This design comes from an exercise in tuning for small area and few clock cycles on the open sky130 flow, not from production work. RTL that was checked went through simulation tests only; none was proved equivalent to the original. For run 1, only the layout was checked, not whether the RTL still works. Power figures rest on the tool's default switching activity, not on a simulated workload.

<file path="design/flow/config.mk">
export PLATFORM = sky130hd
export DESIGN_NAME = pff_raster
export DESIGN_NICKNAME = pff_raster
export VERILOG_FILES = /design/flow/design.v
export SDC_FILE = /design/flow/constraint.sdc
export NUM_CORES = 4
export LEC_CHECK = 0
export ABC_AREA = 1
export CAP_MARGIN = 20
export CORE_MARGIN = 2
export CORE_UTILIZATION = 40
export PLACE_DENSITY = 0.6
export SLEW_MARGIN = 20
</file>
<file path="design/flow/constraint.sdc">
create_clock -name core_clock -period 11.0 [get_ports {clk}]
set_input_delay 2.2000 -clock core_clock [delete_from_list [all_inputs] [get_ports {clk}]]
set_output_delay 2.2000 -clock core_clock [all_outputs]
set_load 0.01 [all_outputs]
</file>
<file path="design/flow/design.v">
module pff_raster (
    input  wire        clk,
    input  wire        rst,
    input  wire        cmd_valid,
    input  wire [31:0] cmd_data,
    output wire        cmd_ready,
    output wire        tok_valid,
    output wire        tok_cmd,
    output wire [7:0]  tok_byte,
    output wire        tok_last,
    input  wire        tok_ready,
    input  wire        err_clear,
    output wire        err,
    output wire [3:0]  err_code,
    output wire [31:0] err_cmd
);
    localparam S_HDR = 3'd0, S_W1 = 3'd1, S_W2 = 3'd2, S_SET = 3'd3,
               S_EMIT = 3'd4, S_ERR = 3'd5;
    reg [2:0]  state;
    reg [3:0]  seq;          
    reg [3:0]  hty;
    reg [16:0] hlo;
    reg [15:0] gx, gy;       
    reg [15:0] fw, fh;       
    reg [15:0] X, Y, X1, Y1;
    reg [16:0] XB, YB;
    reg [17:0] E;            
    reg [2:0]  k;            
    reg        step, xmaj, lastf, swx, nrow;
    wire [3:0] ty  = hty;
    wire t_geom    = (ty == 4'b0001);
    wire t_pixel   = (ty == 4'b1000);
    wire t_fill    = (ty == 4'b1001);
    wire t_line    = (ty == 4'b1010);
    wire t_rect    = (ty == 4'b1011);
    wire t_circ    = (ty == 4'b1100);
    wire filled    = hlo[16];
    wire fillmode  = t_fill | ((t_rect | t_circ) & filled);   
    wire rowsmode  = t_fill | (t_rect & filled);              
    wire outline   = t_rect & !filled;
    wire [7:0] in_op = cmd_data[31:24];
    reg        in_legal;
    always @(*) begin
        case (in_op)
            8'h00, 8'h01: in_legal = (cmd_data[23:0]  == 24'd0);
            8'h10, 8'h11, 8'h12: in_legal = (cmd_data[23:16] == 8'd0);
            8'h13, 8'h14: in_legal = (cmd_data[23:17] == 7'd0);
            default: in_legal = 1'b0;
        endcase
    end
    assign cmd_ready = (state == S_HDR) || (state == S_W1) || (state == S_W2);
    wire take = cmd_valid && cmd_ready;
    assign err = (state == S_ERR);
    assign err_code = err ? ((k[1:0] == 2'd0) ? 4'd2 : (k[1:0] == 2'd1) ? 4'd4 : 4'd5) : 4'd0;
    assign err_cmd  = {E[10:8], hty[3], E[7], hty[2:0], E[6:0], hlo};
    wire emit = (state == S_EMIT);
    wire set  = (state == S_SET);
    wire eqx = (X == X1);
    wire eqy = (Y == Y1);
    wire seq_x = (seq >= 4'd1) && (seq <= 4'd4);     
    wire seq_y = (seq >= 4'd6) && (seq <= 4'd9);     
    wire c_kend = filled ? (k[1:0] == 2'd3) : (k == 3'd7);
    localparam A_X = 3'd0, A_X1 = 3'd1, A_Y = 3'd2, A_Y1 = 3'd3, A_E = 3'd4, A_0 = 3'd5, A_C = 3'd6;
    localparam B_0 = 3'd0, B_GX = 3'd1, B_GY = 3'd2, B_XB = 3'd3, B_YB = 3'd4;
    reg [2:0] asel, bsel;
    reg       aext, bext, binv, bcin;
    wire      mj_y = !xmaj;
    wire      n_xb = XB[16], n_yb = YB[16];
    wire      n_mj = xmaj ? n_xb : n_yb;
    wire      n_mn = xmaj ? n_yb : n_xb;
    wire      k_mid = (k == 3'd1) || (k == 3'd2) || (k == 3'd5) || (k == 3'd6);
    reg       c_offy, c_neg;
    always @(*) begin
        if (seq_y) begin
            if (filled) begin c_offy = ~k[1]; c_neg = k[0]; end
            else        begin c_offy = ~k_mid; c_neg = k[2]; end
        end else begin
            if (filled) begin c_offy = k[1]; c_neg = (seq == 4'd1) || (seq == 4'd2); end
            else        begin c_offy = k_mid; c_neg = (k == 3'd2) || (k == 3'd3) || (k == 3'd4) || (k == 3'd5); end
        end
    end
    always @(*) begin
        asel = A_0; bsel = B_0; aext = 1'b0; bext = 1'b0; binv = 1'b0; bcin = 1'b0;
        if (!set && !emit) begin
            asel = A_C;                                    
        end else if (set) begin
            if (t_pixel) begin
                asel = seq[0] ? A_Y : A_X; bsel = seq[0] ? B_GY : B_GX; aext = 1'b1;
            end else if (t_fill) begin
                case (seq[2:0])
                    3'd0: begin asel = A_X1; binv = 1'b1; end           
                    3'd1: begin asel = A_Y1; binv = 1'b1; end           
                    3'd2: begin asel = A_X1; bsel = B_GX; end           
                    3'd3: begin asel = A_Y1; bsel = B_GY; end
                    3'd4: bsel = B_GX;
                    default: bsel = B_GY;
                endcase
            end else if (t_circ) begin
                case (seq[2:0])
                    3'd0: begin asel = A_Y; bsel = B_GY; aext = 1'b1; end     
                    3'd1: begin asel = A_X; bsel = B_GX; aext = 1'b1; end
                    3'd2: begin asel = A_Y; bsel = B_XB; binv = 1'b1; bcin = 1'b1; end
                    3'd3: begin asel = A_Y; bsel = B_XB; end
                    3'd4: begin asel = A_Y1; bsel = B_XB; binv = 1'b1; bcin = 1'b1; end
                    3'd5: begin asel = A_Y1; bsel = B_XB; end
                    3'd6: begin bsel = B_XB; binv = 1'b1; end                 
                    default: ;                                                
                endcase
            end else begin    
                case (seq)
                    4'd0: begin asel = A_X;  bsel = B_GX; aext = 1'b1; end
                    4'd1: begin asel = A_X1; bsel = B_GX; aext = 1'b1; end
                    4'd2: begin asel = A_Y;  bsel = B_GY; aext = 1'b1; end
                    4'd3: begin asel = A_Y1; bsel = B_GY; aext = 1'b1; end
                    4'd4: begin asel = A_X1; bsel = B_XB; binv = 1'b1; bcin = 1'b1; end
                    4'd5: begin asel = A_Y1; bsel = B_YB; binv = 1'b1; bcin = 1'b1; end
                    default: begin
                        if (t_line) begin
                            case (seq)
                                4'd6: begin bsel = B_XB; bext = 1'b1; binv = n_xb; bcin = n_xb; end
                                4'd7: begin asel = A_E; bsel = B_YB; bext = 1'b1; binv = ~n_yb; bcin = ~n_yb; end
                                4'd8: begin bsel = mj_y ? B_YB : B_XB; bext = 1'b1; binv = n_mj; bcin = n_mj; end
                                default: begin asel = A_E; bsel = mj_y ? B_XB : B_YB; bext = 1'b1; binv = ~n_mn; bcin = ~n_mn; end
                            endcase
                        end else begin    
                            case (seq)
                                4'd6:  asel = swx ? A_X1 : A_X;
                                4'd7:  begin if (swx) bsel = B_XB; else asel = A_X1; end
                                4'd8:  asel = A_X;
                                4'd9:  asel = nrow ? A_Y1 : A_Y;
                                4'd10: begin if (nrow) bsel = B_YB; else asel = A_Y1; end
                                default: asel = A_Y;
                            endcase
                        end
                    end
                endcase
            end
        end else if (seq_x || seq_y) begin            
            if (t_circ) begin
                asel = seq_y ? A_Y1 : A_Y;
                bsel = c_offy ? B_YB : B_XB;
                binv = c_offy ? c_neg : ~c_neg; bcin = c_neg;
            end else if (seq_y)
                asel = (seq[3] && rowsmode) ? A_Y1 : A_Y;
            else
                asel = (seq[2] || seq[1] && seq[0]) && fillmode ? A_X1 : A_X;
        end else if (seq == 4'd12) begin              
            asel = (fillmode && !eqx) ? A_X : A_Y;
            bcin = 1'b1;
        end else if (seq == 4'd11) begin
            if (t_line) begin                         
                asel = A_E; bsel = mj_y ? B_YB : B_XB; bext = 1'b1; binv = n_mj; bcin = n_mj;
            end else
                bsel = B_XB;                          
        end else if (t_line) begin
            case (seq)
                4'd0:  begin asel = A_E; bsel = mj_y ? B_XB : B_YB; bext = 1'b1; binv = ~n_mn; bcin = ~n_mn; end
                4'd5:  begin asel = A_X; binv = n_xb; bcin = ~n_xb; end
                default: begin asel = A_Y; binv = n_yb; bcin = ~n_yb; end
            endcase
        end else if (t_circ) begin
            case (seq)
                4'd0: begin
                    if (k == 3'd0) begin bsel = B_XB; bcin = step; end        
                    else begin asel = A_E; bcin = k[1] ? step : xmaj; end
                end
                4'd5: begin
                    asel = A_E;
                    if (k == 3'd0) begin bsel = B_YB; bcin = 1'b1; end                
                    else begin bsel = step ? B_XB : B_0; bext = 1'b1; bcin = step; end   
                end
                default: begin                                                       
                    if (c_kend) begin bsel = B_YB; bcin = 1'b1; end                   
                    else begin asel = A_E; bcin = (k == 3'd0) || step; end
                end
            endcase
        end else begin                                
            if (seq == 4'd5) begin
                if (!lastf) begin asel = A_X; bcin = 1'b1; end
                else if (k[1:0] == 2'd2) asel = A_X1;
                else bsel = B_XB;
            end else begin
                if (!lastf) begin asel = A_Y; bcin = 1'b1; end
                else if (k[1:0] == 2'd0) asel = A_Y1;
                else bsel = B_YB;
            end
        end
    end
    reg [17:0] ra;
    reg [16:0] mb;
    always @(*) begin
        case (asel)
            A_X:  ra = {{2{aext & X[15]}}, X};
            A_X1: ra = {{2{aext & X1[15]}}, X1};
            A_Y:  ra = {{2{aext & Y[15]}}, Y};
            A_Y1: ra = {{2{aext & Y1[15]}}, Y1};
            A_E:  ra = E;
            A_C:  ra = {2'b00, cmd_data[15:0]};
            default: ra = 18'd0;
        endcase
        case (bsel)
            B_GX: mb = {1'b0, gx};
            B_GY: mb = {1'b0, gy};
            B_XB: mb = XB;
            B_YB: mb = YB;
            default: mb = 17'd0;
        endcase
    end
    wire [17:0] rb = {bext & mb[16], bext & mb[16], mb[15:0]} ^ {18{binv}};
    wire [17:0] R  = ra + rb + {17'd0, bcin};
    wire        r_ok = (R[17:16] == 2'b00);
    wire        ceq = (~XB[15:0] == YB[15:0]);
    wire        c_fin = lastf || (step && ceq);
    reg  [7:0]  tb;
    reg         tc, tl;
    always @(*) begin
        tc = 1'b0; tl = 1'b0; tb = R[15:8];
        case (seq)
            4'd0:  begin tc = 1'b1; tb = 8'h2A; tl = 1'b1; end
            4'd2, 4'd7: tb = R[7:0];
            4'd4, 4'd9: begin tb = R[7:0]; tl = 1'b1; end
            4'd5:  begin tc = 1'b1; tb = 8'h2B; tl = 1'b1; end
            4'd10: begin tc = 1'b1; tb = 8'h2C; tl = 1'b1; end
            4'd11: tb = hlo[15:8];
            4'd12: begin tb = hlo[7:0]; tl = !fillmode || eqx; end
            default: ;
        endcase
    end
    assign tok_valid = emit;
    assign tok_cmd   = tc;
    assign tok_byte  = tb;
    assign tok_last  = tl;
    wire row_more  = fillmode && !eqx;
    wire rows_more = rowsmode && !eqy;
    wire rect_end  = emit && tok_ready && (seq == 4'd12) && !row_more && !rows_more;
    always @(posedge clk) begin
        if (rst) begin
            state <= S_HDR;
            gx <= 16'd0; gy <= 16'd0;
            fw <= 16'd0; fh <= 16'd0;
        end else begin
            case (state)
                S_HDR: if (take) begin
                    hty <= {cmd_data[28], cmd_data[26:24]};
                    hlo <= cmd_data[16:0];
                    E[10:0] <= {cmd_data[31:29], cmd_data[27], cmd_data[23:17]};
                    seq <= 4'd0;
                    nrow <= 1'b0;
                    lastf <= 1'b0; swx <= 1'b0;
                    X1 <= fw; Y1 <= fh;
                    if (!in_legal) begin
                        k[1:0] <= 2'd0; state <= S_ERR;
                    end else if (in_op == 8'h00)
                        state <= S_HDR;
                    else if (in_op == 8'h11)
                        state <= S_SET;
                    else
                        state <= S_W1;
                end
                S_W1: if (take) begin
                    if (t_geom) begin
                        fw <= cmd_data[15:0]; fh <= cmd_data[31:16];
                        state <= S_W2;
                    end else begin
                        X <= R[15:0]; XB <= {R[15], R[15:0]};
                        Y <= cmd_data[31:16];
                        state <= t_pixel ? S_SET : S_W2;
                    end
                end
                S_W2: if (take) begin
                    k <= 3'd0;
                    step <= 1'b0;
                    if (t_geom) begin
                        gx <= cmd_data[15:0]; gy <= cmd_data[31:16];
                        state <= S_HDR;
                    end else if (t_circ) begin
                        XB <= {1'b0, R[15:0]};
                        if (cmd_data[31:16] != 16'd0) begin k[1:0] <= 2'd0; state <= S_ERR; end
                        else state <= S_SET;
                    end else begin
                        X1 <= R[15:0]; Y1 <= cmd_data[31:16];
                        state <= S_SET;
                    end
                end
                S_SET: begin
                    seq <= seq + 4'd1;
                    if (t_pixel) begin
                        if (!r_ok) lastf <= 1'b1;
                        if (seq[0]) Y <= R[15:0]; else X <= R[15:0];
                        if (seq[0]) begin
                            if (!r_ok || lastf) begin k[1:0] <= 2'd2; state <= S_ERR; end
                            else begin state <= S_EMIT; seq <= 4'd0; end
                        end
                    end else if (t_fill) begin
                        case (seq[2:0])
                            3'd0: begin X1 <= R[15:0]; if (R[16]) swx <= 1'b1; end    
                            3'd1: begin Y1 <= R[15:0]; if (R[16]) swx <= 1'b1; end
                            3'd2: begin X1 <= R[15:0]; if (!r_ok) lastf <= 1'b1; end
                            3'd3: begin
                                Y1 <= R[15:0];
                                if (swx) begin k[1:0] <= 2'd1; state <= S_ERR; end
                                else if (!r_ok || lastf) begin k[1:0] <= 2'd2; state <= S_ERR; end
                            end
                            3'd4: begin X <= R[15:0]; XB <= R[16:0]; end
                            default: begin Y <= R[15:0]; begin state <= S_EMIT; seq <= 4'd0; end end
                        endcase
                    end else if (t_circ) begin
                        if (!seq[2] || seq[2:0] == 3'd4) begin
                            if (!r_ok) lastf <= 1'b1;
                        end
                        case (seq[2:0])
                            3'd0: Y1 <= R[15:0];
                            3'd1: Y <= R[15:0];
                            3'd5: if (!r_ok || lastf) begin k[1:0] <= 2'd2; state <= S_ERR; end
                            3'd6: begin XB <= {1'b1, R[15:0]}; E <= {R[17], R[17:1]}; xmaj <= R[0]; end
                            3'd7: begin YB <= R[16:0]; begin state <= S_EMIT; seq <= 4'd0; end end
                            default: ;
                        endcase
                    end else if (seq <= 4'd3) begin
                        case (seq[1:0])
                            2'd0: begin X <= R[15:0]; XB <= R[16:0]; end
                            2'd1: X1 <= R[15:0];
                            2'd2: begin Y <= R[15:0]; YB <= R[16:0]; end
                            default: Y1 <= R[15:0];
                        endcase
                        if (!r_ok) lastf <= 1'b1;
                        if (seq == 4'd3 && (!r_ok || lastf)) begin k[1:0] <= 2'd2; state <= S_ERR; end
                    end else if (t_line) begin
                        case (seq)
                            4'd4: XB <= R[16:0];
                            4'd5: YB <= R[16:0];
                            4'd6: E <= R;
                            4'd7: xmaj <= !R[17];
                            4'd8: E <= {R[17], R[17:1]};
                            default: begin E <= R; begin state <= S_EMIT; seq <= 4'd0; end end
                        endcase
                    end else begin    
                        case (seq)
                            4'd4: swx <= R[17];
                            4'd5: begin
                                nrow <= R[17];
                                if (!swx && !R[17]) begin state <= S_EMIT; seq <= 4'd0; end
                            end
                            4'd6:  X <= R[15:0];
                            4'd7:  X1 <= R[15:0];
                            4'd8:  XB <= R[16:0];
                            4'd9:  Y <= R[15:0];
                            4'd10: Y1 <= R[15:0];
                            default: begin YB <= R[16:0]; nrow <= 1'b0; state <= S_EMIT; seq <= 4'd0; end
                        endcase
                    end
                end
                S_EMIT: if (tok_ready) begin
                    if (seq != 4'd12) seq <= seq + 4'd1;
                    else if (row_more || rows_more) seq <= 4'd11;
                    else seq <= 4'd0;
                    if (seq == 4'd12) begin
                        if (row_more) X <= R[15:0];
                        else if (rows_more) Y <= R[15:0];
                        nrow <= !row_more && rows_more;
                    end
                    if (seq == 4'd11 && nrow) X <= R[15:0];
                    if (t_line) begin
                        case (seq)
                            4'd0: begin lastf <= eqx && eqy; step <= E[17]; E <= R; end
                            4'd5: if (xmaj || step) X <= R[15:0];
                            4'd10: if (!xmaj || step) Y <= R[15:0];
                            4'd11: if (step) E <= R;
                            default: ;
                        endcase
                    end
                    if (outline) begin
                        case (seq)
                            4'd0: lastf <= k[1:0][1] ? eqy : eqx;
                            4'd5: if (lastf || !k[1:0][1]) X <= R[15:0];
                            4'd10: if (lastf || k[1:0][1]) Y <= R[15:0];
                            default: ;
                        endcase
                    end
                    if (t_circ) begin
                        case (seq)
                            4'd0: begin
                                if (k == 3'd0) begin
                                    XB <= {1'b1, R[15:0]};
                                    step <= !E[17] || (E[16:1] == 16'hFFFF);    
                                end else if (k == 3'd1 || k == 3'd2)
                                    E <= R;
                                if (k == 3'd2) xmaj <= ~xmaj;
                            end
                            4'd2: X <= R[15:0];
                            4'd4: X1 <= R[15:0];
                            4'd5: begin
                                if (k[2:1] == 2'b00) E <= R;
                                lastf <= ceq;
                            end
                            4'd10: begin
                                if (c_kend) YB <= {1'b0, R[15:0]};
                                else if (k[2:1] == 2'b00) E <= R;
                            end
                            default: ;
                        endcase
                    end
                    if (rect_end) begin
                        if (t_circ) k <= c_kend ? 3'd0 : k + 3'd1;
                        if (outline && lastf) k[1:0] <= k[1:0] + 2'd1;
                        if (t_pixel || fillmode && !t_circ ||
                            t_line && lastf ||
                            outline && lastf && (k[1:0] == 2'd3) ||
                            t_circ && c_kend && c_fin)
                            state <= S_HDR;
                    end
                end
                S_ERR: if (err_clear) state <= S_HDR;
                default: state <= S_HDR;
            endcase
        end
    end
endmodule
</file>
<file path="design/flow/flow/run.sh">
#!/bin/bash
# The standard layout (standard.sh) with two changes: the input and output
# ports get sky130 buf_1 buffers (the standard buffer_ports picks a larger
# delay cell), and the clock tree is built from clkbuf_16 sink clusters of up
# to 24 flip-flops without dummy loads. make's full output goes to
# standard.log in the work folder; ORFS keeps each step's log under orfs/logs.
set -euo pipefail
export BUFFER_PORTS_ARGS="-buffer_cell sky130_fd_sc_hd__buf_1"
export CTS_ARGS="-sink_clustering_enable -repair_clock_nets -dont_use_dummy_load -sink_clustering_size 24 -sink_clustering_max_diameter 80 -buf_list sky130_fd_sc_hd__clkbuf_16"
bash standard.sh > standard.log 2>&1
</file>
<file path="design/flow/standard.sh">
#!/bin/bash
# synth_recipe.tcl (not shown) runs the flow's synth.tcl, then flattens the netlist and writes it again
# the make line also repeats each setting of config.mk as NAME=value (left out here)
make -C /OpenROAD-flow-scripts/flow DESIGN_CONFIG=/design/flow/config.mk WORK_HOME=/design/flow/orfs CLKGATE_MAP_FILE= SYNTH_SCRIPT=/design/flow/synth_recipe.tcl "${@:-finish}"
</file>
==> run summary, run 1 <==
status = finished clean
uppermost layer routed = met4
sequential-to-total area share from yosys stat = 0.374
Inserted Clock Buffers = 17
Hold Path Stages = 2
leakage = 6.91 nW
max_cap viols = 0
Max Slew Vio Count = 0
global-route wire length before repair = 111 mm
Layout Cells excl Fill = 2699
initial antenna violation count = 3
Arr. time, crit path = 7.92 ns
CP max-delay cell = ha_1
Vias = 16700
unrepaired setup endpoints after global routing = no
setup TNS = 0 ns
synthesized cell area = 0.0156 mm^2
Final WS setup = 0.884 ns
worst hold endpoint = fw[7]
Max VDD drop = 132 uV
Die Y = 201 um
initial core utilization = 0.404
HP Start = fw[7]
reg2reg start = seq[0]
placed inst area = 0.0163 mm^2
CTS clock-pin slew for the worst setup and hold paths = 0.07 ns
#FFs+latches synth = 216
Detailed Routing Iterations Pass 1 = 6
post-CTS sizing = 0
CP required = 8.80 ns
commonest non-fill, non-tap cell in the layout = nand2_1
Post-Route WL = 77.8 mm
Root Buffer = clkbuf_16
clock sink total = 216
CP dominant cell by count = nand2_1
largest net degree at the start of global routing = 67
Power Dens Cells = 267 mW/mm^2
Netlist cell types = 64
Sw Ratio = 0.542
gr usage total = 0.377
fin crit share = 0.920
Reg2Reg Depth = 28
sequential share of power = 0.298
reg-to-reg endpoint = k[1]
Syn Area/Cell = 7.27 um^2
Layout Area Growth over Synthesis = 7.93%
syn_nets = 2208
Met1 Wirelength = 34.1 mm
post-DR wirelength/cell = 28.8 um
Avg Vias per Cell = 6.17
Die W = 201 um
drt drc = 0
Hold Fails Final Rpt = 0
Overall Power = 4.48 mW
wire length on met2 = 30.8 mm
hpwl dp = 60.1 mm
Post-Syn Instances = 2139
Final GP Congestion = 1.07
Post-CTS Setup Repair Bufs = 0
clock buffer depth = 3
crit end category = output pin
placed insts = 2678
crit-path max cell delay = 0.53 ns
fmax = 0.0989 GHz
Routed met3 length = 10.4 mm
Post-CTS Hold Buffers = 0
# nets final = 2248
cell area after layout = 0.0168 mm^2
total grt overflow = 0
clk latency of the worst-skew pair = 0.55 ns
Setup WS pre-CTS = 1.62 ns
worst min path class = reg2reg
Final setup viols = 0
CP Class = reg2out
layout cells sized above 1 = 0.0740
die area = 0.0405 mm^2
clock power share = 0.128
EDFF count, synth = 149
cell-internal power = 2.05 mW
pin slew with the least headroom to its limit = 1.08 ns
Ports = 86
slew margin rel. = 0.279
Synth Flop Type = edfxtp_1
Psw = 2.43 mW
Initial DRC Count = 2775
CTS tree = done
buffers added on ports = 84
Worst setup SP type = flop
worst clock skew = 0.0773 ns
combinational power share = 0.574
remaining antenna violation count = 0
vias in the first global route = 15200
commonest non-fill, non-tap cells in the layout = nand2_1 (452), inv_1 (235), nor2_1 (221), o21ai_0 (215), edfxtp_1 (149)
YS warnings = 1
Tmin final = 10.12 ns
Core ar. = 0.0385 mm^2
Reg2Reg Setup Slack = 3.17 ns
Critical Path Fanout Max = 18
H-tree Lvls = 1
Std-Cell Rows = 72
asr flop ratio synth = 0
[cell type report]
class                           count  area, um^2
Antenna cell                        4        10.0
Clock buffer                       17         425
Fill cell                        4032       21700
Inverter                          264        1000
Multi-Input combinational cell   1563        8320
Sequential cell                   216        5820
Tap cell                          518         648
Timing Repair Buffer              117         563
[metrics by stage]
step            util  hold slack [ns]
3_3_place_gp   0.425            0.463
4_1_cts        0.436            0.488
6_report       0.436            0.488
3_5_place_dp   0.425            0.472
2_1_floorplan      -            0.455
5_1_grt        0.436            0.511
[critical path: cells and delay by family (launching register included)]
kind / cells / cell delay (ns)
buf+inv: 6 / 1.37
xor+xnor: 1 / 0.13
fa+ha+maj: 3 / 1.49
simple gates: 18 / 2.80
compound gates: 8 / 1.07
flops: 1 / 0.52
[Yosys cell counts (all sizes together), types with 3 or more instances]
master   number  area (um^2)
o22ai        17          106
a221oi       18          158
o31ai         8         60.1
nand4        40          250
and3          3         18.8
nor4         14         87.6
a31oi         5         31.3
o2111ai       8         70.1
a211oi        6         45.0
o21ai       226         1130
o21bai        4         30.0
o21a          3         22.5
a22oi        17          128
dfxtp        67         1340
nor3         26          130
edfxtp      149         4470
a2111oi       4         35.0
nor2        243         1030
clkbuf       61          229
a21oi       112          594
o311ai        4         35.0
ha           30          375
nand3       148          821
o211ai       49          368
nand2       475         1860
clkinv        3         11.3
or2          13         81.3
buf          35          238
xnor2        23          201
o221ai       28          245
xor2         21          184
inv         261          990
[power groups by stage]
stage               combinational [mW]  sequential [mW]  clock [mW]
global placement                  2.47             1.34           0
CTS                               2.47             1.33       0.574
detailed placement                2.46             1.34           0
finish                            2.57             1.34       0.571
global route                      2.72             1.35       0.598
floorplan                         1.45             1.27           0
[worst max path at each step]
stage | startpoint | endpoint | slack [ns] | cells after the start
2_1_floorplan | seq[0] | tok_byte[6] | 3.06 | 38
3_3_place_gp | k[1] | tok_byte[6] | 1.77 | 38
3_5_place_dp | seq[0] | tok_byte[6] | 1.62 | 36
4_1_cts | seq[0] | tok_byte[6] | 1.04 | 39
5_1_grt | seq[0] | tok_byte[6] | 0.36 | 39
6_report | seq[0] | tok_byte[6] | 0.88 | 36
[logic make-up (layout without fill, tap and decap cells)]
| kind of cell | after synthesis | in the layout | share of synthesized area |
|---|---|---|---|
| AO/OA/AOI/OAI | 519 | 519 | 0.203 |
| AND/OR/NAND/NOR | 966 | 966 | 0.277 |
| adder cells (fa/ha/maj) | 32 | 32 | 0.0267 |
| multiplexers | 1 | 1 | 0.000644 |
| flip-flops | 216 | 216 | 0.374 |
| other | 1 | 5 | 0.000241 |
| XOR/XNOR | 44 | 44 | 0.0248 |
| buffers and inverters | 360 | 398 | 0.0944 |
[state kept, by name, indices dropped and copies added (netlist names), 16 cells and up]
| name | cells |
|---|---|
| E | 18 |
| XB | 17 |
| YB | 17 |
| hlo | 17 |
| X1 | 16 |
| X | 16 |
| Y1 | 16 |
| Y | 16 |
| fh | 16 |
| fw | 16 |
| gx | 16 |
| gy | 16 |
[metal layers]
| layer | GRT usage | vias to the layer above |
|---|---|---|
| li1 | - | 7429 |
| met5 | 0 | - |
| met4 | 0.104 | 0 |
| met2 | 0.522 | 1128 |
| met1 | 0.567 | 7942 |
| met3 | 0.107 | 153 |
==> run 2, diff against run 1 <==
--- a/design/flow/design.v
+++ b/design/flow/design.v
@@ -22,9 +22,10 @@
     reg [16:0] hlo;
     reg [15:0] gx, gy;       
     reg [15:0] fw, fh;       
+    reg        gz;           
     reg [15:0] X, Y, X1, Y1;
     reg [16:0] XB, YB;
-    reg [17:0] E;            
+    reg [16:0] E;            
     reg [2:0]  k;            
     reg        step, xmaj, lastf, swx, nrow;
     wire [3:0] ty  = hty;
@@ -82,10 +83,11 @@
     always @(*) begin
         asel = A_0; bsel = B_0; aext = 1'b0; bext = 1'b0; binv = 1'b0; bcin = 1'b0;
         if (!set && !emit) begin
-            asel = A_C;                                    
+            asel = A_C; aext = 1'b1;
+            if (!(t_circ && state == S_W2)) bsel = B_GX;
         end else if (set) begin
             if (t_pixel) begin
-                asel = seq[0] ? A_Y : A_X; bsel = seq[0] ? B_GY : B_GX; aext = 1'b1;
+                asel = A_Y; bsel = B_GY; aext = 1'b1;
             end else if (t_fill) begin
                 case (seq[2:0])
                     3'd0: begin asel = A_X1; binv = 1'b1; end           
@@ -98,7 +100,7 @@
             end else if (t_circ) begin
                 case (seq[2:0])
                     3'd0: begin asel = A_Y; bsel = B_GY; aext = 1'b1; end     
-                    3'd1: begin asel = A_X; bsel = B_GX; aext = 1'b1; end
+                    3'd1: asel = A_X;                                         
                     3'd2: begin asel = A_Y; bsel = B_XB; binv = 1'b1; bcin = 1'b1; end
                     3'd3: begin asel = A_Y; bsel = B_XB; end
                     3'd4: begin asel = A_Y1; bsel = B_XB; binv = 1'b1; bcin = 1'b1; end
@@ -108,27 +110,25 @@
                 endcase
             end else begin    
                 case (seq)
-                    4'd0: begin asel = A_X;  bsel = B_GX; aext = 1'b1; end
-                    4'd1: begin asel = A_X1; bsel = B_GX; aext = 1'b1; end
-                    4'd2: begin asel = A_Y;  bsel = B_GY; aext = 1'b1; end
-                    4'd3: begin asel = A_Y1; bsel = B_GY; aext = 1'b1; end
-                    4'd4: begin asel = A_X1; bsel = B_XB; binv = 1'b1; bcin = 1'b1; end
-                    4'd5: begin asel = A_Y1; bsel = B_YB; binv = 1'b1; bcin = 1'b1; end
+                    4'd0: begin asel = A_Y;  bsel = B_GY; aext = 1'b1; end
+                    4'd1: begin asel = A_Y1; bsel = B_GY; aext = 1'b1; end
+                    4'd2: begin asel = A_X1; bsel = B_XB; binv = 1'b1; bcin = 1'b1; end
+                    4'd3: begin asel = A_Y1; bsel = B_YB; binv = 1'b1; bcin = 1'b1; end
                     default: begin
                         if (t_line) begin
                             case (seq)
-                                4'd6: begin bsel = B_XB; bext = 1'b1; binv = n_xb; bcin = n_xb; end
-                                4'd7: begin asel = A_E; bsel = B_YB; bext = 1'b1; binv = ~n_yb; bcin = ~n_yb; end
-                                4'd8: begin bsel = mj_y ? B_YB : B_XB; bext = 1'b1; binv = n_mj; bcin = n_mj; end
+                                4'd4: begin bsel = B_XB; bext = 1'b1; binv = n_xb; bcin = n_xb; end
+                                4'd5: begin asel = A_E; bsel = B_YB; bext = 1'b1; binv = ~n_yb; bcin = ~n_yb; end
+                                4'd6: begin bsel = mj_y ? B_YB : B_XB; bext = 1'b1; binv = n_mj; bcin = n_mj; end
                                 default: begin asel = A_E; bsel = mj_y ? B_XB : B_YB; bext = 1'b1; binv = ~n_mn; bcin = ~n_mn; end
                             endcase
                         end else begin    
                             case (seq)
-                                4'd6:  asel = swx ? A_X1 : A_X;
-                                4'd7:  begin if (swx) bsel = B_XB; else asel = A_X1; end
-                                4'd8:  asel = A_X;
-                                4'd9:  asel = nrow ? A_Y1 : A_Y;
-                                4'd10: begin if (nrow) bsel = B_YB; else asel = A_Y1; end
+                                4'd4:  asel = swx ? A_X1 : A_X;
+                                4'd5:  begin if (swx) bsel = B_XB; else asel = A_X1; end
+                                4'd6:  asel = A_X;
+                                4'd7:  asel = nrow ? A_Y1 : A_Y;
+                                4'd8:  begin if (nrow) bsel = B_YB; else asel = A_Y1; end
                                 default: asel = A_Y;
                             endcase
                         end
@@ -149,12 +149,15 @@
             bcin = 1'b1;
         end else if (seq == 4'd11) begin
             if (t_line) begin                         
-                asel = A_E; bsel = mj_y ? B_YB : B_XB; bext = 1'b1; binv = n_mj; bcin = n_mj;
+                asel = A_E; bsel = mj_y ? B_XB : B_YB; bext = 1'b1; binv = ~n_mn; bcin = ~n_mn;
             end else
                 bsel = B_XB;                          
         end else if (t_line) begin
             case (seq)
-                4'd0:  begin asel = A_E; bsel = mj_y ? B_XB : B_YB; bext = 1'b1; binv = ~n_mn; bcin = ~n_mn; end
+                4'd0:  begin                          
+                    asel = A_E;
+                    if (E[16]) begin bsel = mj_y ? B_YB : B_XB; bext = 1'b1; binv = n_mj; bcin = n_mj; end
+                end
                 4'd5:  begin asel = A_X; binv = n_xb; bcin = ~n_xb; end
                 default: begin asel = A_Y; binv = n_yb; bcin = ~n_yb; end
             endcase
@@ -194,8 +197,8 @@
             A_X1: ra = {{2{aext & X1[15]}}, X1};
             A_Y:  ra = {{2{aext & Y[15]}}, Y};
             A_Y1: ra = {{2{aext & Y1[15]}}, Y1};
-            A_E:  ra = E;
-            A_C:  ra = {2'b00, cmd_data[15:0]};
+            A_E:  ra = {E[16], E};
+            A_C:  ra = {{2{aext & cmd_data[15]}}, cmd_data[15:0]};
             default: ra = 18'd0;
         endcase
         case (bsel)
@@ -237,7 +240,7 @@
         if (rst) begin
             state <= S_HDR;
             gx <= 16'd0; gy <= 16'd0;
-            fw <= 16'd0; fh <= 16'd0;
+            gz <= 1'b1;
         end else begin
             case (state)
                 S_HDR: if (take) begin
@@ -246,7 +249,7 @@
                     E[10:0] <= {cmd_data[31:29], cmd_data[27], cmd_data[23:17]};
                     seq <= 4'd0;
                     nrow <= 1'b0;
-                    lastf <= 1'b0; swx <= 1'b0;
+                    lastf <= 1'b0; swx <= gz;
                     X1 <= fw; Y1 <= fh;
                     if (!in_legal) begin
                         k[1:0] <= 2'd0; state <= S_ERR;
@@ -259,11 +262,12 @@
                 end
                 S_W1: if (take) begin
                     if (t_geom) begin
-                        fw <= cmd_data[15:0]; fh <= cmd_data[31:16];
+                        fw <= cmd_data[15:0]; fh <= cmd_data[31:16]; gz <= 1'b0;
                         state <= S_W2;
                     end else begin
-                        X <= R[15:0]; XB <= {R[15], R[15:0]};
+                        X <= R[15:0]; XB <= R[16:0];
                         Y <= cmd_data[31:16];
+                        if (!r_ok) lastf <= 1'b1;
                         state <= t_pixel ? S_SET : S_W2;
                     end
                 end
@@ -279,18 +283,16 @@
                         else state <= S_SET;
                     end else begin
                         X1 <= R[15:0]; Y1 <= cmd_data[31:16];
+                        if (!r_ok) lastf <= 1'b1;
                         state <= S_SET;
                     end
                 end
                 S_SET: begin
                     seq <= seq + 4'd1;
                     if (t_pixel) begin
-                        if (!r_ok) lastf <= 1'b1;
-                        if (seq[0]) Y <= R[15:0]; else X <= R[15:0];
-                        if (seq[0]) begin
-                            if (!r_ok || lastf) begin k[1:0] <= 2'd2; state <= S_ERR; end
-                            else begin state <= S_EMIT; seq <= 4'd0; end
-                        end
+                        Y <= R[15:0];
+                        if (!r_ok || lastf) begin k[1:0] <= 2'd2; state <= S_ERR; end
+                        else begin state <= S_EMIT; seq <= 4'd0; end
                     end else if (t_fill) begin
                         case (seq[2:0])
                             3'd0: begin X1 <= R[15:0]; if (R[16]) swx <= 1'b1; end    
@@ -312,40 +314,36 @@
                             3'd0: Y1 <= R[15:0];
                             3'd1: Y <= R[15:0];
                             3'd5: if (!r_ok || lastf) begin k[1:0] <= 2'd2; state <= S_ERR; end
-                            3'd6: begin XB <= {1'b1, R[15:0]}; E <= {R[17], R[17:1]}; xmaj <= R[0]; end
+                            3'd6: begin XB <= {1'b1, R[15:0]}; E <= R[17:1]; xmaj <= R[0]; end
                             3'd7: begin YB <= R[16:0]; begin state <= S_EMIT; seq <= 4'd0; end end
                             default: ;
                         endcase
-                    end else if (seq <= 4'd3) begin
-                        case (seq[1:0])
-                            2'd0: begin X <= R[15:0]; XB <= R[16:0]; end
-                            2'd1: X1 <= R[15:0];
-                            2'd2: begin Y <= R[15:0]; YB <= R[16:0]; end
-                            default: Y1 <= R[15:0];
-                        endcase
+                    end else if (seq <= 4'd1) begin
+                        if (seq[0]) Y1 <= R[15:0];
+                        else begin Y <= R[15:0]; YB <= R[16:0]; end
                         if (!r_ok) lastf <= 1'b1;
-                        if (seq == 4'd3 && (!r_ok || lastf)) begin k[1:0] <= 2'd2; state <= S_ERR; end
+                        if (seq[0] && (!r_ok || lastf)) begin k[1:0] <= 2'd2; state <= S_ERR; end
                     end else if (t_line) begin
                         case (seq)
-                            4'd4: XB <= R[16:0];
-                            4'd5: YB <= R[16:0];
-                            4'd6: E <= R;
-                            4'd7: xmaj <= !R[17];
-                            4'd8: E <= {R[17], R[17:1]};
-                            default: begin E <= R; begin state <= S_EMIT; seq <= 4'd0; end end
+                            4'd2: XB <= R[16:0];
+                            4'd3: YB <= R[16:0];
+                            4'd4: E <= R[16:0];
+                            4'd5: xmaj <= !R[17];
+                            4'd6: E <= R[17:1];
+                            default: begin E <= R[16:0]; state <= S_EMIT; seq <= 4'd0; end
                         endcase
                     end else begin    
                         case (seq)
-                            4'd4: swx <= R[17];
-                            4'd5: begin
+                            4'd2: swx <= R[17];
+                            4'd3: begin
                                 nrow <= R[17];
                                 if (!swx && !R[17]) begin state <= S_EMIT; seq <= 4'd0; end
                             end
-                            4'd6:  X <= R[15:0];
-                            4'd7:  X1 <= R[15:0];
-                            4'd8:  XB <= R[16:0];
-                            4'd9:  Y <= R[15:0];
-                            4'd10: Y1 <= R[15:0];
+                            4'd4: X <= R[15:0];
+                            4'd5: X1 <= R[15:0];
+                            4'd6: XB <= R[16:0];
+                            4'd7: Y <= R[15:0];
+                            4'd8: Y1 <= R[15:0];
                             default: begin YB <= R[16:0]; nrow <= 1'b0; state <= S_EMIT; seq <= 4'd0; end
                         endcase
                     end
@@ -362,10 +360,10 @@
                     if (seq == 4'd11 && nrow) X <= R[15:0];
                     if (t_line) begin
                         case (seq)
-                            4'd0: begin lastf <= eqx && eqy; step <= E[17]; E <= R; end
+                            4'd0: begin lastf <= eqx && eqy; step <= E[16]; E <= R[16:0]; end
                             4'd5: if (xmaj || step) X <= R[15:0];
                             4'd10: if (!xmaj || step) Y <= R[15:0];
-                            4'd11: if (step) E <= R;
+                            4'd11: E <= R[16:0];
                             default: ;
                         endcase
                     end
@@ -382,20 +380,20 @@
                             4'd0: begin
                                 if (k == 3'd0) begin
                                     XB <= {1'b1, R[15:0]};
-                                    step <= !E[17] || (E[16:1] == 16'hFFFF);    
+                                    step <= !E[16] || (E[15:1] == 15'h7FFF);    
                                 end else if (k == 3'd1 || k == 3'd2)
-                                    E <= R;
+                                    E <= R[16:0];
                                 if (k == 3'd2) xmaj <= ~xmaj;
                             end
                             4'd2: X <= R[15:0];
                             4'd4: X1 <= R[15:0];
                             4'd5: begin
-                                if (k[2:1] == 2'b00) E <= R;
+                                if (k[2:1] == 2'b00) E <= R[16:0];
                                 lastf <= ceq;
                             end
                             4'd10: begin
                                 if (c_kend) YB <= {1'b0, R[15:0]};
-                                else if (k[2:1] == 2'b00) E <= R;
+                                else if (k[2:1] == 2'b00) E <= R[16:0];
                             end
                             default: ;
                         endcase
--- a/design/flow/config.mk
+++ b/design/flow/config.mk
@@ -5,7 +5,6 @@
 export SDC_FILE = /design/flow/constraint.sdc
 export NUM_CORES = 4
 export LEC_CHECK = 0
-export ABC_AREA = 1
 export CAP_MARGIN = 20
 export CORE_MARGIN = 2
 export CORE_UTILIZATION = 40
==> run summary, run 2 <==
pin slew with the least headroom to its limit = 1.10 ns
unrepaired setup endpoints after global routing = no
Avg Vias per Cell = 6.68
Root Buffer = clkbuf_16
remaining antenna violation count = 0
sequential-to-total area share from yosys stat = 0.403
YS warnings = 1
#FFs+latches synth = 216
fmax = 0.0979 GHz
clk latency of the worst-skew pair = 0.53 ns
worst clock skew = 0.0937 ns
slew margin rel. = 0.260
Final setup viols = 0
layout cells sized above 1 = 0.101
initial antenna violation count = 1
final design utilization = 0.441
Sw Ratio = 0.492
clock sink total = 216
global-route wire length before repair = 97.8 mm
Netlist cell types = 85
combinational power share = 0.558
asr flop ratio synth = 0
Layout Cells excl Fill = 2185
drt drc = 0
CTS clock-pin slew for the worst setup and hold paths = 0.09 ns
gr usage total = 0.345
Final GP Congestion = 1.01
H-tree Lvls = 1
syn_nets = 1711
reg-to-reg endpoint = k[1]
Worst setup SP type = flop
Post-Route WL = 68.6 mm
commonest non-fill, non-tap cell in the layout = nand2_1
Layout Area Growth over Synthesis = 8.72%
EDFF count, synth = 180
cell-internal power = 2.05 mW
Die W = 199 um
CP Class = reg2out
Post-Syn Instances = 1642
hold slack final = 0.461 ns
vias in the first global route = 13400
clock buffer depth = 3
Syn Area/Cell = 9.25 um^2
Max VDD drop = 118 uV
area leader, netlist = edfxtp_1
worst min path class = reg2reg
placed inst area = 0.0161 mm^2
total grt overflow = 0
crit end category = output pin
Post-CTS Hold Buffers = 0
post-CTS sizing = 0
worst hold endpoint = gy[15]
CP required = 8.80 ns
Power Dens Cells = 244 mW/mm^2
most frequent cell after synthesis = nand2_1
setup TNS = 0 ns
Hold Fails Final Rpt = 0
commonest non-fill, non-tap cells in the layout = nand2_1 (200), edfxtp_1 (180), a21oi_1 (132), o21ai_0 (109), buf_1 (83)
Synth Flop Type = edfxtp_1
Arr. time, crit path = 8.01 ns
Core ar. = 0.0375 mm^2
die area = 0.0395 mm^2
Detailed Routing Iterations Pass 1 = 8
cell area after layout = 0.0165 mm^2
Ports = 86
Reg2Reg Depth = 19
Inserted Clock Buffers = 16
Std-Cell Rows = 71
fin crit share = 0.928
buffers added on ports = 84
Reg2Reg Setup Slack = 2.72 ns
sequential share of power = 0.306
status = finished clean
Fill cells = 3754
reg2reg start = seq[1]
Hold Path Stages = 2
Psw = 1.98 mW
Yosys top cell area share = 0.356
hpwl dp = 50.5 mm
Post-CTS Setup Repair Bufs = 0
clock power share = 0.136
Max Slew Vio Count = 0
Tmin final = 10.21 ns
Die Y = 199 um
initial core utilization = 0.405
CTS tree = done
HP Start = gy[15]
synthesized cell area = 0.0152 mm^2
ranking of synthesized cells by area = edfxtp_1 (36%), nand2_1 (4.9%), dfxtp_1 (4.7%), a21oi_1 (4.4%), mux2i_1 (4.0%)
placed insts = 2166
# nets final = 1742
Vias = 14600
leakage = 5.60 nW
Commonest cells post-synth = nand2_1 (200), edfxtp_1 (180), a21oi_1 (133)
largest net degree at the start of global routing = 49
Initial DRC Count = 2280
max_cap viols = 0
post-DR wirelength/cell = 31.4 um
Critical Path Fanout Max = 34
## run 2: cell count changes after synthesis, sizes merged, moves of 21 or more
cell,before,now
nand2,475,200
nor2,243,84
nand3,148,28
a21oi,112,133
dfxtp,67,36
mux2i,1,61
edfxtp,149,180
xnor2,23,52
inv,261,26
o21ai,226,114
clkbuf,61,88
mux2,0,42
## run 2: how the worst max path moves through the flow
stage / to / slack, ns / start
after CTS: tok_byte[6] / 0.97 / seq[1]
after detailed placement: tok_byte[6] / 1.54 / seq[1]
after global routing: tok_byte[6] / 0.35 / seq[1]
after floorplan: tok_byte[6] / 3.30 / seq[1]
final: tok_byte[6] / 0.79 / seq[1]
after global placement: tok_byte[6] / 1.64 / seq[0]
## run 2: final cells by class
cell class                      instances  area (um^2)  share of cell area
Multi-Input combinational cell       1261         8420               0.510
Sequential cell                       216         6130               0.371
Timing Repair Buffer                  152          827              0.0501
Antenna cell                            3         7.51            0.000455
Inverter                               26         97.6             0.00591
Tap cell                              511          639              0.0387
Clock buffer                           16          400              0.0242
## run 2: stage by stage
step,total power [mW],worst slack (ns)
2_1_floorplan,2.50,3.30
3_3_place_gp,3.39,1.64
3_5_place_dp,3.39,1.54
4_1_cts,3.94,0.970
5_1_grt,4.17,0.354
6_report,4.03,0.788
## run 2: cells by family (layout without fill, tap and decap cells)
group / count (synthesis) / in the layout / synth area share
buffers and inverters: 165 / 194 / 0.0484
AOI/OAI and AO/OA: 542 / 542 / 0.242
muxes: 103 / 103 / 0.0713
xor gates and xnor gates: 81 / 81 / 0.0467
other: 1 / 4 / 0.000247
adders and majority gates: 32 / 32 / 0.0273
DFF: 216 / 216 / 0.403
and+or+nand+nor: 502 / 502 / 0.161
## run 2: critical path, stage by stage, from the launching register on
cell      delay (ns)
edfxtp_1        0.58
inv_1           0.23
ha_1            0.63
nand3b_1        0.51
nor3_1          0.36
nor2_1          0.09
o311a_1         0.39
o21a_1          0.22
buf_4           0.23
or3_1           0.72
o211ai_1        0.33
xor2_1          0.21
fa_1            0.22
inv_1           0.06
fa_1            0.47
a211oi_1        0.30
o211a_1         0.23
nor3b_1         0.07
o21ai_0         0.21
mux2i_1         0.38
nand2_1         0.42
a221o_1         0.45
buf_1           0.13
## run 2: power by group through the flow
| stage | logic (mW) | registers, mW | clock network, mW |
|---|---|---|---|
| 3_5_place_dp | 2.15 | 1.25 | 0 |
| 5_1_grt | 2.35 | 1.24 | 0.576 |
| 6_report | 2.25 | 1.23 | 0.547 |
| 3_3_place_gp | 2.15 | 1.24 | 0 |
| 2_1_floorplan | 1.31 | 1.18 | 0 |
| 4_1_cts | 2.16 | 1.23 | 0.551 |
## run 2: metal layers
layer	routed length [um]	track usage	share of wire
met4	2270	0.0981	0.033
met3	8580	0.0916	0.13
met2	27700	0.478	0.40
met5	0	0	0
met1	30000	0.518	0.44
Testbench counts of run 2, summed over its fixed seeds: cycles 495,175.
==> run 3, diff against run 2 <==
--- a/design/flow/config.mk
+++ b/design/flow/config.mk
@@ -5,6 +5,7 @@
 export SDC_FILE = /design/flow/constraint.sdc
 export NUM_CORES = 4
 export LEC_CHECK = 0
+export ABC_AREA = 1
 export CAP_MARGIN = 20
 export CORE_MARGIN = 2
 export CORE_UTILIZATION = 40
==> run summary, run 3 <==
sequential-to-total area share from yosys stat = 0.410
Reg area = 0.00613 mm^2
global-route wire length before repair = 104 mm
unrepaired setup endpoints after global routing = no
worst clock skew = 0.0569 ns
#FFs+latches synth = 216
Post-CTS Hold Buffers = 0
launch point of the critical path = seq[1]
crit end category = output pin
CP dominant cell by count = nand2_1
area of the multi-input gates = 0.00763 mm^2
slew margin rel. = 0.219
Reg2Reg Setup Slack = 3.24 ns
Critical Path Fanout Max = 13
post-CTS sizing = 0
pin slew with the least headroom to its limit = 1.16 ns
initial antenna violation count = 4
clk latency of the worst-skew pair = 0.53 ns
Root Buffer = clkbuf_16
Yosys top cell area share = 0.362
Max VDD drop = 161 uV
Initial DRC Count = 2341
Avg Vias per Cell = 6.20
YS warnings = 1
clock sink total = 216
ranking of synthesized cells by area = edfxtp_1 (36%), nand2_1 (13%), o21ai_0 (5.6%), nor2_1 (5.1%), inv_1 (5.1%)
Die Y = 197 um
Final GP Congestion = 1.03
synthesized cell area = 0.0150 mm^2
reg-to-reg endpoint = seq[3]
# nets final = 2150
die area = 0.0389 mm^2
Max Slew Vio Count = 0
Tmin final = 9.81 ns
fin crit share = 0.892
reg2reg start = seq[1]
Core ar. = 0.0367 mm^2
largest net degree at the start of global routing = 54
EDFF count, synth = 180
setup TNS = 0 ns
remaining antenna violation count = 0
fmax = 0.102 GHz
CTS clock-pin slew for the worst setup and hold paths = 0.06 ns
Worst Setup EP = tok_byte[6]
Layout Area Growth over Synthesis = 8.80%
buffers added on ports = 84
asr flop ratio synth = 0
# diodes = 0
Fill cells = 3816
Power Dens Cells = 274 mW/mm^2
Hold Fails Final Rpt = 0
Post-CTS Setup Repair Bufs = 0
clock buffer depth = 3
Die W = 197 um
syn_nets = 2092
Final setup viols = 0
drt drc = 0
Final WS setup = 1.19 ns
Commonest cells post-synth = nand2_1 (534), nor2_1 (205), inv_1 (203)
Setup WS pre-CTS = 1.98 ns
hpwl dp = 58.1 mm
CP required = 8.80 ns
Arr. time, crit path = 7.61 ns
worst min path class = reg2reg
area leader, netlist = edfxtp_1
Inserted Clock Buffers = 19
leakage = 6.86 nW
Syn Area/Cell = 7.39 um^2
Synth Flop Type = edfxtp_1
layout cells sized above 1 = 0.0587
CTS tree = done
Post-Syn Instances = 2023
max_cap viols = 0
Std-Cell Rows = 70
total grt overflow = 0
Netlist cell types = 61
Post-Route WL = 73.8 mm
gr usage total = 0.376
Overall Power = 4.46 mW
H-tree Lvls = 1
vias in the first global route = 14400
post-DR wirelength/cell = 29.0 um
Detailed Routing Iterations Pass 1 = 5
Ports = 86
commonest non-fill, non-tap cells in the layout = nand2_1 (534), inv_1 (203), nor2_1 (199), edfxtp_1 (180), o21ai_0 (167)
crit-path max cell delay = 0.78 ns
CP Class = reg2out
status = finished clean
initial core utilization = 0.407
Reg2Reg Depth = 33
most frequent cell after synthesis = nand2_1
Worst setup SP type = flop
Vias = 15800
commonest non-fill, non-tap cell in the layout = nand2_1
CP max-delay cell = nor2_1
run 3: cell types whose count changed in the layout (fill, tap and decap cells not counted), moves of 42 or more:
cell	change
inv_1	+177
mux2i_1	-61
mux2_2	-42
nand2_1	+334
o21ai_0	+58
nand3_1	+108
nor2_1	+118
run 3: worst min-delay path by stage:
stage,startpoint,to,slack [ns],cells after the start
3_5_place_dp,gz,gz,0.48,2
3_3_place_gp,gz,gz,0.47,2
5_1_grt,gz,gz,0.50,2
2_1_floorplan,gz,gz,0.45,2
6_report,gz,gz,0.49,2
4_1_cts,gz,gz,0.49,2
run 3: per-layer routing:
metal	up-vias	routed length, um	track usage
met3	138	9520	0.0948
met5	-	0	0
met1	7595	32100	0.567
met2	1081	29700	0.525
li1	6978	-	-
met4	0	2530	0.108
run 3: cell families after synthesis:
logic type	after synthesis	share of synthesized area
fa+ha+maj	32	0.0278
xor+xnor	55	0.0322
other cells	1	0.000251
buf+inv	310	0.0849
compound gates	431	0.169
simple gates	978	0.276
flops	216	0.410
run 3: report_power, final:
part	internal (mW)	switching, mW
Sequential	1.19	0.224
Combinational	0.602	1.83
Clock	0.305	0.307
Total	2.10	2.36
run 3: worst max-delay path, delay by kind of cell (launching register included):
| family | cells | cell delay (ns) |
|---|---|---|
| flip-flops | 1 | 0.46 |
| AO/OA/AOI/OAI | 4 | 0.50 |
| adder cells (fa/ha/maj) | 3 | 0.87 |
| buffers and inverters | 7 | 1.44 |
| AND/OR/NAND/NOR | 18 | 3.81 |
run 3: final cells by class:
cell class | count | area share
multi-input combinational | 1497 | 0.469
sequential | 216 | 0.377
clock buffer | 19 | 0.0292
tap | 468 | 0.0360
timing repair buffer | 123 | 0.0374
inverter | 224 | 0.0517
run 3: metrics by stage:
stage / util / instance area (um^2) / std cells / hold WS (ns)
after floorplan: - / 15000 / 2023 / 0.450
after global placement: 0.430 / 15800 / 2528 / 0.470
after detailed placement: 0.430 / 15800 / 2528 / 0.480
after CTS: 0.443 / 16300 / 2547 / 0.491
after global routing: 0.443 / 16300 / 2547 / 0.503
final: 0.443 / 16300 / 2547 / 0.491
==> run 4, diff against run 3 <==
--- a/design/flow/flow/run.sh
+++ b/design/flow/flow/run.sh
@@ -6,5 +6,5 @@
 # standard.log in the work folder; ORFS keeps each step's log under orfs/logs.
 set -euo pipefail
 export BUFFER_PORTS_ARGS="-buffer_cell sky130_fd_sc_hd__buf_1"
-export CTS_ARGS="-sink_clustering_enable -repair_clock_nets -dont_use_dummy_load -sink_clustering_size 24 -sink_clustering_max_diameter 80 -buf_list sky130_fd_sc_hd__clkbuf_16"
+export CTS_ARGS="-sink_clustering_enable -repair_clock_nets -dont_use_dummy_load -sink_clustering_size 30 -sink_clustering_max_diameter 100 -buf_list sky130_fd_sc_hd__clkbuf_16"
 bash standard.sh > standard.log 2>&1
--- a/design/flow/config.mk
+++ b/design/flow/config.mk
@@ -6,8 +6,8 @@
 export NUM_CORES = 4
 export LEC_CHECK = 0
 export ABC_AREA = 1
-export CAP_MARGIN = 20
+export CAP_MARGIN = 10
 export CORE_MARGIN = 2
 export CORE_UTILIZATION = 40
 export PLACE_DENSITY = 0.6
-export SLEW_MARGIN = 20
+export SLEW_MARGIN = 10
==> run summary, run 4 <==
status = finished clean
worst min path class = reg2reg
Commonest cells post-synth = nand2_1 (534), nor2_1 (205), inv_1 (203)
Detailed Routing Iterations Pass 1 = 6
sequential share of power = 0.324
fin crit share = 0.890
Avg Vias per Cell = 6.19
initial antenna violation count = 4
drt drc = 0
Die W = 197 um
Post-Route WL = 73.4 mm
EDFF count, synth = 180
slew margin rel. = 0.205
Inserted Clock Buffers = 15
Std-Cell Rows = 70
Sw Ratio = 0.533
Yosys top cell area share = 0.362
syn_nets = 2092
CTS tree = done
layout cells sized above 1 = 0.0568
cell area after layout = 0.0162 mm^2
Post-CTS Setup Repair Bufs = 0
ranking of synthesized cells by area = edfxtp_1 (36%), nand2_1 (13%), o21ai_0 (5.6%), nor2_1 (5.1%), inv_1 (5.1%)
YS warnings = 1
Layout Area Growth over Synthesis = 8.11%
Post-Syn Instances = 2023
global-route wire length before repair = 104 mm
Netlist cell types = 61
Post-CTS Hold Buffers = 0
Arr. time, crit path = 7.59 ns
Max VDD drop = 129 uV
final design utilization = 0.440
largest net degree at the start of global routing = 54
unrepaired setup endpoints after global routing = no
CP dominant cell by count = nand2_1
Initial DRC Count = 2392
hpwl dp = 58.2 mm
CTS clock-pin slew for the worst setup and hold paths = 0.09 ns
cell-internal power = 2.04 mW
sequential-to-total area share from yosys stat = 0.410
Critical Path Fanout Max = 16
Core ar. = 0.0367 mm^2
H-tree Lvls = 1
clock power share = 0.122
Layout Cells excl Fill = 2544
post-CTS sizing = 0
crit end category = output pin
die area = 0.0389 mm^2
stages on the worst setup path = 36
commonest non-fill, non-tap cell in the layout = nand2_1
Syn Area/Cell = 7.39 um^2
crit-path max cell delay = 0.74 ns
Power Dens Cells = 270 mW/mm^2
Root Buffer = clkbuf_16
vias in the first global route = 14300
Final setup viols = 0
setup TNS = 0 ns
combinational power share = 0.553
placed insts = 2529
gr usage total = 0.375
fmax = 0.102 GHz
most frequent cell after synthesis = nand2_1
clk latency of the worst-skew pair = 0.54 ns
synthesized cell area = 0.0150 mm^2
Synth Flop Type = edfxtp_1
leakage = 6.81 nW
post-DR wirelength/cell = 28.8 um
# diodes = 0
hold slack final = 0.496 ns
asr flop ratio synth = 0
#FFs+latches synth = 216
max_cap viols = 0
Final GP Congestion = 1.03
Tmin final = 9.79 ns
clock sink total = 216
pin slew with the least headroom to its limit = 1.18 ns
worst clock skew = 0.0993 ns
Die Y = 197 um
buffers added on ports = 84
Hold Path Stages = 2
total grt overflow = 0
Max Slew Vio Count = 0
worst path bufs/invs = 9
Ports = 86
CP max-delay cell = nor2_1
Vias = 15700
initial core utilization = 0.407
Reg2Reg Depth = 37
area leader, netlist = edfxtp_1
delay-heaviest family, CP = simple AND/OR/NAND/NOR gates
# nets final = 2147
commonest non-fill, non-tap cells in the layout = nand2_1 (534), inv_1 (203), nor2_1 (199), edfxtp_1 (180), o21ai_0 (167)
Psw = 2.33 mW
placed inst area = 0.0158 mm^2
remaining antenna violation count = 0
Hold Fails Final Rpt = 0
Worst setup SP type = flop
CP Class = reg2out
clock buffer depth = 3
CP required = 8.80 ns
-- run 4: cell counts after synthesis --
Identical to the previous run, type by type.
-- run 4: final timing paths --
check | to | slack (ns) | startpoint
setup / recovery | tok_byte[6] | 1.21 | seq[1]
hold / removal | gz | 0.50 | gz
setup reg to reg | seq[3] | 3.25 | seq[1]
hold reg to reg | gz | 0.50 | gz
-- run 4: logic make-up after synthesis --
group / after synthesis / synth area share
buf+inv: 310 / 0.0849
fa+ha+maj: 32 / 0.0278
compound gates: 431 / 0.169
flops: 216 / 0.410
other cells: 1 / 0.000251
xor+xnor: 55 / 0.0322
simple gates: 978 / 0.276
-- run 4: worst reg2reg max path, delay by kind of cell, from the launching register on --
kind	cells	cell delay (ns)
DFF	1	0.46
and+or+nand+nor	25	4.52
buffers and inverters	7	1.41
adders and majority gates	3	0.89
AOI/OAI and AO/OA	2	0.20
-- run 4: power by group through the flow --
stage / Clock, mW / Combinational [mW] / Sequential, mW
6_report: 0.534 / 2.42 / 1.42
2_1_floorplan: 0 / 1.33 / 1.32
5_1_grt: 0.560 / 2.55 / 1.43
3_3_place_gp: 0 / 2.33 / 1.43
4_1_cts: 0.535 / 2.32 / 1.40
3_5_place_dp: 0 / 2.31 / 1.42
-- run 4: final cells by class --
| cell class | instances | area, um^2 |
|---|---|---|
| fillers | 3809 | 20500 |
| multi-input cells | 1497 | 7620 |
| flip-flops and latches | 216 | 6130 |
| inverters | 224 | 841 |
| repair buffers | 124 | 612 |
| well taps | 468 | 586 |
| clock buffers | 15 | 375 |
-- run 4: layer usage --
metal  up-vias  global-route usage  share of wire
met5         -                   0              0
met2      1094               0.528           0.40
met3       113              0.0937           0.13
met4         0               0.100          0.030
li1       6993                   -              -
met1      7537               0.564           0.43
-- run 4: through the flow --
stage / worst slack (ns) / total power [mW]
3_3_place_gp: 2.04 / 3.75
3_5_place_dp: 2.01 / 3.74
5_1_grt: 0.911 / 4.54
2_1_floorplan: 4.31 / 2.65
6_report: 1.21 / 4.36
4_1_cts: 1.53 / 4.26

what the ideal ports hide:
Ports are ideal in the flow. The routed layouts listed here were re-timed in OpenROAD.
Step 1, drivers: a clkbuf_16 drives clk and a buf_2 each remaining input, both assumed.
Step 2 moves the port delays by t, midway between the first and last clock arrival at a register: inputs arrive t later, outputs are due t later. That takes back most of the time a late clock gives input paths.
Three values: ideal ports, drivers, drivers and shift; two values: the first two.
run	shift t [ns]	setup slack, ns	clock arrival spread, ns	worst slew at a driven data input, ns
run 1	0.567	0.884 / 0.829 / 1.396	0.078 / 0.078	0.07
run 2	0.541	0.788 / 0.732 / 1.273	0.093 / 0.094	0.04
run 3	0.559	1.193 / 1.139 / 1.698	0.057 / 0.057	0.03
run 4	0.543	1.213 / 1.157 / 1.700	0.100 / 0.100	0.03
After both steps every run listed still meets setup and hold.
